From an optimization exercise on the open Yosys and OpenROAD flow, aimed at small area and few clock cycles; shortcuts taken in it are not production practice. RTL that was checked went through simulation tests only; none was proved equivalent to the original. The flow treats the clock pin as an ideal source, which a real chip does not have. Power is estimated from default activity; no workload was simulated.

Setup of run a:
==> flow/design.v (excerpt) <==
module slmp_engine (
    input  wire        clk,
    input  wire        rst,
    input  wire        cmd_valid,
    output wire        cmd_ready,
    input  wire [7:0]  cmd_op,
    input  wire [7:0]  cmd_dev,
    input  wire [15:0] cmd_addr,
    input  wire [15:0] cmd_count,
    input  wire [15:0] cmd_plen,
    input  wire        in_valid,
    output wire        in_ready,
    input  wire [7:0]  in_data,
    input  wire        rx_valid,
    output wire        rx_ready,
    input  wire [7:0]  rx_data,
    input  wire [1:0]  rx_term,
    output wire        dout_valid,
    input  wire        dout_ready,
    output wire [7:0]  dout_data,
    output reg         done,
    output wire [3:0]  st_err,
    output wire [3:0]  st_sub,
    output wire [15:0] st_code,
    output wire [16:0] olen,
    output wire [15:0] res
);
Settings: LEC_CHECK=0, CAP_MARGIN=20, CORE_MARGIN=2, CORE_UTILIZATION=40, CTS_BUF_LIST=sky130_fd_sc_hd__clkbuf_8, CTS_CLUSTER_DIAMETER=150, CTS_CLUSTER_SIZE=40, SLEW_MARGIN=20; clock period 5.0 ns.
standard.sh (not shown) runs the stock make flow with config.mk's settings and CLKGATE_MAP_FILE= SYNTH_SCRIPT=/design/flow/synth_recipe.tcl, a recipe that flattens the netlist after the stock synthesis.
==> flow/flow/run.sh <==
#!/bin/bash
# Layout flow: the standard ORFS flow (standard.sh) with extra make
# settings listed in flow/extra_args (one per line), and the standard
# synthesis script run with an area-oriented ABC script (flow/my_synth.tcl.in).
# Each tool's full output goes to a log of its own in this folder.
set -euo pipefail
here=$(pwd)
sed "s|@HERE@|$here|g" flow/my_synth.tcl.in > my_synth.tcl
args=("SYNTH_SCRIPT=$here/my_synth.tcl")
while IFS= read -r line; do
  [[ -z "$line" ]] && continue
  args+=("${line//@HERE@/$here}")
done < flow/extra_args
bash standard.sh "${args[@]}" finish > standard_run.log 2>&1
==> flow/flow/abc_area.script <==
&get -n
&st
&deepsyn -T 60
&dch -f
&nf -R 1000 -p -F 8
&put
topo
stime -c
dnsize -c
==> flow/flow/extra_args <==
BUFFER_PORTS_ARGS=-buffer_cell sky130_fd_sc_hd__buf_1
GPL_TIMING_DRIVEN=0
PRE_GLOBAL_PLACE_TCL=@HERE@/flow/rmbuf.tcl
POST_CTS_TCL=@HERE@/flow/recover.tcl
CTS_ARGS=-sink_clustering_enable -repair_clock_nets -sink_clustering_size 40 -sink_clustering_max_diameter 150 -buf_list sky130_fd_sc_hd__clkbuf_8 -dont_use_dummy_load
ADDER_MAP_FILE=
==> flow/flow/my_synth.tcl.in <==
# Synthesis: the standard synthesis script (synth_recipe.tcl) unchanged,
# except that ABC maps the logic with an area-oriented script
# (flow/abc_area.script) in place of ORFS's speed script. Registers are
# mapped before ABC runs, so they are the standard synthesis's.
proc abc {args} {
  set i [lsearch -exact $args -script]
  if {$i >= 0} { lset args [expr {$i + 1}] {@HERE@/flow/abc_area.script} }
  yosys abc {*}$args
}
source {@HERE@/synth_recipe.tcl}
==> flow/flow/recover.tcl <==
# area recovery after CTS: downsize gates off the critical paths, then
# repair any slew/cap the downsizing caused, and legalize again
estimate_parasitics -placement
repair_timing -recover_power 100 -verbose
repair_design -slew_margin 20 -cap_margin 20 -verbose
detailed_placement
check_placement -verbose
estimate_parasitics -placement
==> flow/flow/rmbuf.tcl <==
remove_buffers
Testbench counts of run a, summed over its fixed seeds: cycles 92,211.
Input changes introduced in run b (baseline for comparison: run a):
--- a/flow/design.v
+++ b/flow/design.v
@@ -231,29 +231,25 @@
                 fin = 1'b1;
                 fin_err = E_TRANSPORT;
                 fin_sub = rx_term;
             end
         end
     end
-    wire       vh_rx = fin && s_rd && idx[0];       
-    wire       vh_rd = fin && !(s_rd && idx[0]);
-    wire [7:0] vh_n  = ({8{vh_rx}} & ~rx_data) | ({8{vh_rd}} & ~rd[15:8]) |
-                       ({8{!fin}} & val_n[15:8]);
     always @(posedge clk) begin
         if (idle) begin
             rs     <= cmd_count;
             dev    <= is_self ? 4'd15 : cmd_dev[3:0];
         end
         idx <= idx_n;
         rp  <= rp_n;
         rd <= rd_n;
         if (fin) begin
             val_n[7:0]  <= ~rd[7:0];
+            val_n[15:8] <= ~((s_rd && idx[0]) ? rx_data : rd[15:8]);
             val_n[16]   <= ~rd[16];
         end
-        val_n[15:8] <= vh_n;
         if (rst) begin
             state <= 2'b00;
             done  <= 1'b0;
             err_q <= E_OK;
             xq    <= 1'b0;
             res_q <= 4'd15;
Results
- [compare] base=run a new=run b: routing usage on met2 lost 0.41 points, global routing met1 resource utilization lost 2.4 points, peak ir drop on the vdd network lost about 23%.
- [compare] base=run a new=run b: highest cell delay on the worst timing path now sits lower; switching power summed over all nets now sits lower.
Testbench counts of run b, summed over its fixed seeds: cycles 92,211.

---

The RTL this note starts from:
==> flow/design.v <==
module slmp_engine (
    input  wire        clk,
    input  wire        rst,
    input  wire        cmd_valid,
    output wire        cmd_ready,
    input  wire [7:0]  cmd_op,
    input  wire [7:0]  cmd_dev,
    input  wire [15:0] cmd_addr,
    input  wire [15:0] cmd_count,
    input  wire [15:0] cmd_plen,
    input  wire        in_valid,
    output wire        in_ready,
    input  wire [7:0]  in_data,
    input  wire        rx_valid,
    output wire        rx_ready,
    input  wire [7:0]  rx_data,
    input  wire [1:0]  rx_term,
    output wire        dout_valid,
    input  wire        dout_ready,
    output wire [7:0]  dout_data,
    output reg         done,
    output wire [3:0]  st_err,
    output wire [3:0]  st_sub,
    output wire [15:0] st_code,
    output wire [16:0] olen,
    output wire [15:0] res
);
    localparam [7:0] OP_DT_KIND   = 8'h10;
    localparam [7:0] OP_DT_CODE   = 8'h11;
    localparam [7:0] OP_DT_SUBCMD = 8'h12;
    localparam [7:0] OP_FE_READ   = 8'h20;
    localparam [7:0] OP_FE_WRITE  = 8'h21;
    localparam [7:0] OP_FE_SELF   = 8'h22;
    localparam [7:0] OP_RD_RECV   = 8'h30;
    localparam [3:0] E_OK        = 4'd0;
    localparam [3:0] E_TRANSPORT = 4'd3;
    localparam [3:0] E_MALFORMED = 4'd4;
    localparam [3:0] E_REMOTE    = 4'd5;
    localparam [3:0] E_UNKDEV    = 4'd10;
    localparam [3:0] E_ILLEGAL   = 4'd12;
    localparam [3:0] E_CAPACITY  = 4'd13;
    reg [1:0]  state;
    wire s_fe = state[0];
    wire s_rd = state[1];
    wire idle = !state[0] && !state[1];
    reg [4:0]  idx;
    reg        kwrite;      
    reg [3:0]  dev;         
    reg [16:0] rd;          
    reg [15:0] rs;          
    reg [15:0] rp;          
    reg        cy;          
    reg        nz;          
    reg [3:0]  err_q;
    reg [1:0]  sub_q;
    reg [16:0] val_q;       
    reg        lenv;        
    reg [7:0]  res_q;
    wire kself = dev[3] & dev[2];
    assign st_err  = err_q;
    assign st_sub  = {2'b00, sub_q};
    assign st_code = (err_q == E_REMOTE) ? val_q[15:0] : 16'd0;
    assign olen    = lenv ? val_q : 17'd0;
    assign res     = {8'h00, res_q};
    wire [3:0] tdev = idle ? cmd_dev[3:0] : dev;
    wire [7:0] tcode;
    assign tcode[7] = 1'b1;
    assign tcode[6] = 1'b0;
    assign tcode[5] = tdev[3] | (tdev[2] & tdev[1]) | (tdev[2] & tdev[0]) | (tdev[1] & tdev[0]);
    assign tcode[4] = !(tdev[0] & (tdev[1] | tdev[2] | tdev[3]));
    assign tcode[3] = (!tdev[3] & !tdev[2] & !tdev[1]) | (tdev[0] & (tdev[2] | tdev[3]));
    assign tcode[2] = (!tdev[3] & !tdev[2] & !tdev[1]) | (tdev[2] & tdev[1]);
    assign tcode[1] = tdev[2] & tdev[1] & tdev[0];
    assign tcode[0] = tdev[2] ? (tdev[1] ~^ tdev[0]) : (tdev[0] & !tdev[1]);
    wire tbit = !tdev[3] & !(tdev[2] & (tdev[1] | tdev[0]));
    wire dev_ok  = (cmd_dev < 8'd10);
    wire is_dt   = (cmd_op == OP_DT_KIND) || (cmd_op == OP_DT_CODE) ||
                   (cmd_op == OP_DT_SUBCMD);
    wire is_rd   = (cmd_op == OP_FE_READ);
    wire is_wr   = (cmd_op == OP_FE_WRITE);
    wire is_self = (cmd_op == OP_FE_SELF);
    wire is_recv = (cmd_op == OP_RD_RECV);
    wire cap_bad = (cmd_plen > 16'd65523);
    wire fe_go   = is_self || ((is_rd || is_wr) && dev_ok && !(is_wr && cap_bad));
    wire acc     = idle && cmd_valid;
    wire [15:0] rp_m1 = rp - 16'd1;
    wire        rp_hz = (rp[15:1] == 15'd0);
    wire        rp_z  = rp_hz && !rp[0];
    wire        rp_1  = rp_hz && rp[0];
    wire f_pay  = s_fe && (idx == 5'd0);
    wire f_hdr  = s_fe && !f_pay;
    wire lo     = !idx[0];
    wire [7:0] k8   = lo ? (idx[3] ? 8'd21 : 8'd12) : 8'd0;
    wire [8:0] s9   = {1'b0, rp[7:0]} + {1'b0, k8} + {8'd0, !lo && cy};
    wire       f_sum = (idx[4:1] == 4'b1001) || (idx[4:1] == 4'b1110);
    reg  [7:0] hbyte;
    always @(*) begin
        case (idle ? 5'd11 : idx)
            5'd11: hbyte = 8'h50;
            5'd14: hbyte = 8'hff;
            5'd15: hbyte = 8'hff;
            5'd16: hbyte = 8'h03;
            5'd18: hbyte = s9[7:0];
            5'd19: hbyte = s9[7:0];
            5'd22: hbyte = kself ? 8'h17 : 8'h01;
            5'd23: hbyte = kself ? 8'h16 : (kwrite ? 8'h14 : 8'h04);
            5'd24: hbyte = {7'd0, !kself && tbit};
            5'd26: hbyte = kself ? 8'h04 : rd[7:0];
            5'd27: hbyte = kself ? 8'h00 : rd[15:8];
            5'd28: hbyte = kself ? 8'hde : 8'h00;
            5'd29: hbyte = kself ? 8'had : tcode;
            5'd30: hbyte = kself ? 8'hbe : rs[7:0];
            5'd31: hbyte = kself ? 8'hef : rs[15:8];
            default: hbyte = 8'h00;
        endcase
    end
    wire r_st    = s_rd && (idx == 5'd31);
    wire r_body  = s_rd && !idx[4] && idx[3] && idx[2];    
    wire r_s0    = r_body && !idx[1] && !idx[0];           
    wire r_s1    = r_body && idx[0];                       
    wire r_pay   = r_body && idx[1] && !nz;                
    wire rx_need = s_rd && !(r_body && rp_z);
    assign cmd_ready  = idle;
    assign in_ready   = f_pay && dout_ready;
    assign dout_valid = (acc && fe_go) || f_hdr || (f_pay && in_valid) ||
                        (r_pay && rx_valid && !rp_z);
    assign dout_data  = f_pay ? in_data : s_rd ? rx_data : hbyte;
    assign rx_ready   = rx_need && (!r_pay || dout_ready);
    wire rx_take = rx_valid && rx_ready;
    wire rx_fail = rx_need && !rx_valid && (rx_term != 2'd0);
    wire f_step  = f_hdr && dout_ready;
    wire [15:0] stw  = {rx_data, rd[7:0]};
    wire        st_z = (stw == 16'd0);
    reg        fin;
    reg [3:0]  fin_err;
    reg [1:0]  fin_sub;
    reg        fin_len;
    always @(*) begin
        fin     = 1'b0;
        fin_err = E_OK;
        fin_sub = 2'd0;
        fin_len = 1'b0;
        if (idle) begin
            if (cmd_valid) begin
                if (is_dt) begin
                    fin = 1'b1;
                    fin_err = dev_ok ? E_OK : E_UNKDEV;
                end else if (is_rd || is_wr) begin
                    if (!dev_ok) begin
                        fin = 1'b1; fin_err = E_UNKDEV;
                    end else if (is_wr && cap_bad) begin
                        fin = 1'b1; fin_err = E_CAPACITY; fin_sub = 2'd2;
                    end
                end else if (!is_self && !is_recv) begin
                    fin = 1'b1; fin_err = E_ILLEGAL;
                end
            end
        end else if (s_fe) begin
            fin_len = 1'b1;
            if (dout_ready && ((idx == 5'd31 && rp_z) || (f_pay && in_valid && rp_1)))
                fin = 1'b1;
        end else begin
            if (r_st && rx_valid && rx_data != 8'hd0 && rx_data != 8'hd4) begin
                fin = 1'b1; fin_err = E_MALFORMED; fin_sub = 2'd1;
            end
            if (r_body) begin
                if (rp_z) begin
                    fin = 1'b1; fin_err = E_MALFORMED; fin_sub = 2'd2;
                end else if (rx_take && rp_1) begin
                    fin = 1'b1;
                    if (r_s0) begin
                        fin_err = E_MALFORMED; fin_sub = 2'd2;
                    end else begin
                        fin_len = r_s1 ? st_z : !nz;
                        fin_err = fin_len ? E_OK : E_REMOTE;
                    end
                end
            end
            if (rx_fail) begin
                fin = 1'b1;
                fin_err = E_TRANSPORT;
                fin_sub = rx_term;
            end
        end
    end
    always @(posedge clk) begin
        if (idle) begin
            rs     <= cmd_count;
            dev    <= is_self ? 4'd15 : cmd_dev[3:0];
            kwrite <= is_wr;
        end
        if (idle)
            idx <= is_recv ? 5'd31 : (dout_ready ? 5'd12 : 5'd11);
        else if (f_step)
            idx <= idx + 5'd1;
        else if (s_rd && rx_take) begin
            if (r_st && rx_data == 8'hd0) idx <= 5'd4;
            else if (!(r_body && idx[1])) idx <= idx + 5'd1;
        end
        if (idle)
            rp <= is_wr ? cmd_plen : 16'd0;
        else if (f_step && f_sum)
            rp <= {rp[7:0], rp[15:8]};
        else if ((f_pay && in_valid && dout_ready) || (r_body && rx_take))
            rp <= rp_m1;
        else if (s_rd && rx_take)
            rp <= {rx_data, rp[15:8]};
        if (f_step && lo) cy <= s9[8];
        if (idle)
            rd <= {1'b0, cmd_addr};
        else if (f_step && idx == 5'd28)
            rd[7:0] <= s9[7:0];
        else if (f_step && idx == 5'd29)
            rd[16:8] <= s9;
        else if (r_s0 && rx_take)
            rd[7:0] <= rx_data;
        else if (r_s1 && rx_take)
            rd <= st_z ? {1'b0, rp_m1} : {1'b0, stw};
        if (r_s1 && rx_take) nz <= !st_z;
        if (fin) begin
            val_q[7:0]  <= rd[7:0];
            val_q[15:8] <= (s_rd && idx[0]) ? rx_data : rd[15:8];
            val_q[16]   <= rd[16];
        end
        if (rst) begin
            state <= 2'b00;
            done  <= 1'b0;
            err_q <= E_OK;
            sub_q <= 2'd0;
            lenv  <= 1'b0;
            res_q <= 8'd0;
        end else begin
            done <= fin;
            if (fin) begin
                err_q <= fin_err;
                sub_q <= fin_sub;
                lenv  <= fin_len;
                state <= 2'b00;
            end else if (acc) begin
                state <= is_recv ? 2'b10 : 2'b01;
            end
            if (acc && is_dt && dev_ok)
                res_q <= (cmd_op == OP_DT_CODE) ? tcode : {7'd0, tbit};
        end
    end
endmodule
export LEC_CHECK = 0
export CAP_MARGIN = 20
export CORE_MARGIN = 2
export CORE_UTILIZATION = 40
export CTS_BUF_LIST = sky130_fd_sc_hd__clkbuf_8
export CTS_CLUSTER_DIAMETER = 150
export CTS_CLUSTER_SIZE = 40
export SLEW_MARGIN = 20
create_clock -name core_clock -period 5.0 [get_ports {clk}]
run.sh (not shown) runs the stock make flow with config.mk's settings and CLKGATE_MAP_FILE= SYNTH_SCRIPT=/design/flow/synth_recipe.tcl, a recipe that flattens the netlist after the stock synthesis.
Stock flow here: none of the scripts above is used.
The starting point ran to the end with no violations.
Next try:
--- a/flow/design.v
+++ b/flow/design.v
@@ -56,5 +56,5 @@
     reg [16:0] val_q;       
     reg        lenv;        
-    reg [7:0]  res_q;
+    reg [3:0]  res_q;
     wire kself = dev[3] & dev[2];
     assign st_err  = err_q;
@@ -62,16 +62,25 @@
     assign st_code = (err_q == E_REMOTE) ? val_q[15:0] : 16'd0;
     assign olen    = lenv ? val_q : 17'd0;
-    assign res     = {8'h00, res_q};
-    wire [3:0] tdev = idle ? cmd_dev[3:0] : dev;
+    assign res     = {8'h00, res_b};
     wire [7:0] tcode;
     assign tcode[7] = 1'b1;
     assign tcode[6] = 1'b0;
-    assign tcode[5] = tdev[3] | (tdev[2] & tdev[1]) | (tdev[2] & tdev[0]) | (tdev[1] & tdev[0]);
-    assign tcode[4] = !(tdev[0] & (tdev[1] | tdev[2] | tdev[3]));
-    assign tcode[3] = (!tdev[3] & !tdev[2] & !tdev[1]) | (tdev[0] & (tdev[2] | tdev[3]));
-    assign tcode[2] = (!tdev[3] & !tdev[2] & !tdev[1]) | (tdev[2] & tdev[1]);
-    assign tcode[1] = tdev[2] & tdev[1] & tdev[0];
-    assign tcode[0] = tdev[2] ? (tdev[1] ~^ tdev[0]) : (tdev[0] & !tdev[1]);
-    wire tbit = !tdev[3] & !(tdev[2] & (tdev[1] | tdev[0]));
+    assign tcode[5] = dev[3] | (dev[2] & dev[1]) | (dev[2] & dev[0]) | (dev[1] & dev[0]);
+    assign tcode[4] = !(dev[0] & (dev[1] | dev[2] | dev[3]));
+    assign tcode[3] = (!dev[3] & !dev[2] & !dev[1]) | (dev[0] & (dev[2] | dev[3]));
+    assign tcode[2] = (!dev[3] & !dev[2] & !dev[1]) | (dev[2] & dev[1]);
+    assign tcode[1] = dev[2] & dev[1] & dev[0];
+    assign tcode[0] = dev[2] ? (dev[1] ~^ dev[0]) : (dev[0] & !dev[1]);
+    wire tbit = !dev[3] & !(dev[2] & (dev[1] | dev[0]));
+    wire [3:0] R = res_q;
+    wire [7:0] res_b;
+    assign res_b[7] = !(R[3] & R[2]);
+    assign res_b[6] = 1'b0;
+    assign res_b[5] = (R[3] & !R[2]) | (!R[3] & ((R[2] & R[1]) | (R[2] & R[0]) | (R[1] & R[0])));
+    assign res_b[4] = (!R[0] & !(R[3] & R[2])) | (!R[3] & !R[2] & !R[1] & R[0]);
+    assign res_b[3] = (!R[3] & !R[2] & !R[1]) | (R[0] & (R[2] ^ R[3]));
+    assign res_b[2] = (!R[3] & !R[2] & !R[1]) | (!R[3] & R[2] & R[1]);
+    assign res_b[1] = !R[3] & R[2] & R[1] & R[0];
+    assign res_b[0] = (R[0] & !R[1] & !R[2]) | (R[2] & !R[1] & !R[0]) | (R[2] & R[1] & (R[0] ^ R[3]));
     wire dev_ok  = (cmd_dev < 8'd10);
     wire is_dt   = (cmd_op == OP_DT_KIND) || (cmd_op == OP_DT_CODE) ||
@@ -229,5 +238,5 @@
             sub_q <= 2'd0;
             lenv  <= 1'b0;
-            res_q <= 8'd0;
+            res_q <= 4'd15;
         end else begin
             done <= fin;
@@ -241,5 +250,5 @@
             end
             if (acc && is_dt && dev_ok)
-                res_q <= (cmd_op == OP_DT_CODE) ? tcode : {7'd0, tbit};
+                res_q <= (cmd_op == OP_DT_CODE) ? cmd_dev[3:0] : (cmd_dev < 8'd5) ? 4'd14 : 4'd15;
         end
     end
What happened: The changed run passed the timing, design-rule and antenna checks. Sequential share of layout area went down by 0.55 points. Design area fell slightly. Register-to-register slack improves by 360 ps. Setup slack is worse by 81 ps. Cell count went up slightly. Global-route usage drops by 0.45 points. Clock-buffer cell count is unchanged. Critical path depth drops by 1. Clock power shrinks by roughly a tenth. Power shrinks by a few percent. Clock skew stays flat. Routed wire length falls slightly. Core utilization is lower by 0.27 points.
Testbench counts after the change, summed over its fixed seeds: cycles 92,211.
Only the layout flow was run in the first run of this note; the RTL was not checked for function there.

-- port drivers added, routing unchanged --
The flow's constraints put no driver on any port. The routed layouts listed below were extracted and timed again, unchanged, in two steps. Step 1 assumes that a clkbuf_16 drives the clock port and a buf_2 every other input. Step 2 adds t to the input delays and takes it off the output delays; t is the mean of the earliest and latest rising clock arrival at the registers after step 1. Input paths then give back, and output paths get back, about the clock's delay inside the block. Slacks: ideal ports / drivers / drivers and shift; pairs: ideal ports / drivers.
| run | t, ns | setup slack, ns | worst setup path at the end | worst register clock-pin slew, ns |
|---|---|---|---|---|
| run a | 0.408 | 0.322 / 0.286 / 0.512 | register to register | 0.09 / 0.09 |
| run b | 0.399 | 0.197 / 0.161 / 0.267 | register to register | 0.09 / 0.09 |
| the first run of note 2 | 0.413 | 0.319 / 0.297 / 0.297 | input to output | 0.10 / 0.10 |
| the second run of note 2 | 0.427 | 0.238 / 0.197 / 0.624 | register to output | 0.10 / 0.10 |
After both steps setup and hold are still met in every run listed. For the first run of note 2, which loses most, drivers alone change the setup slack by -0.022 ns; drivers and shift together by -0.022 ns.
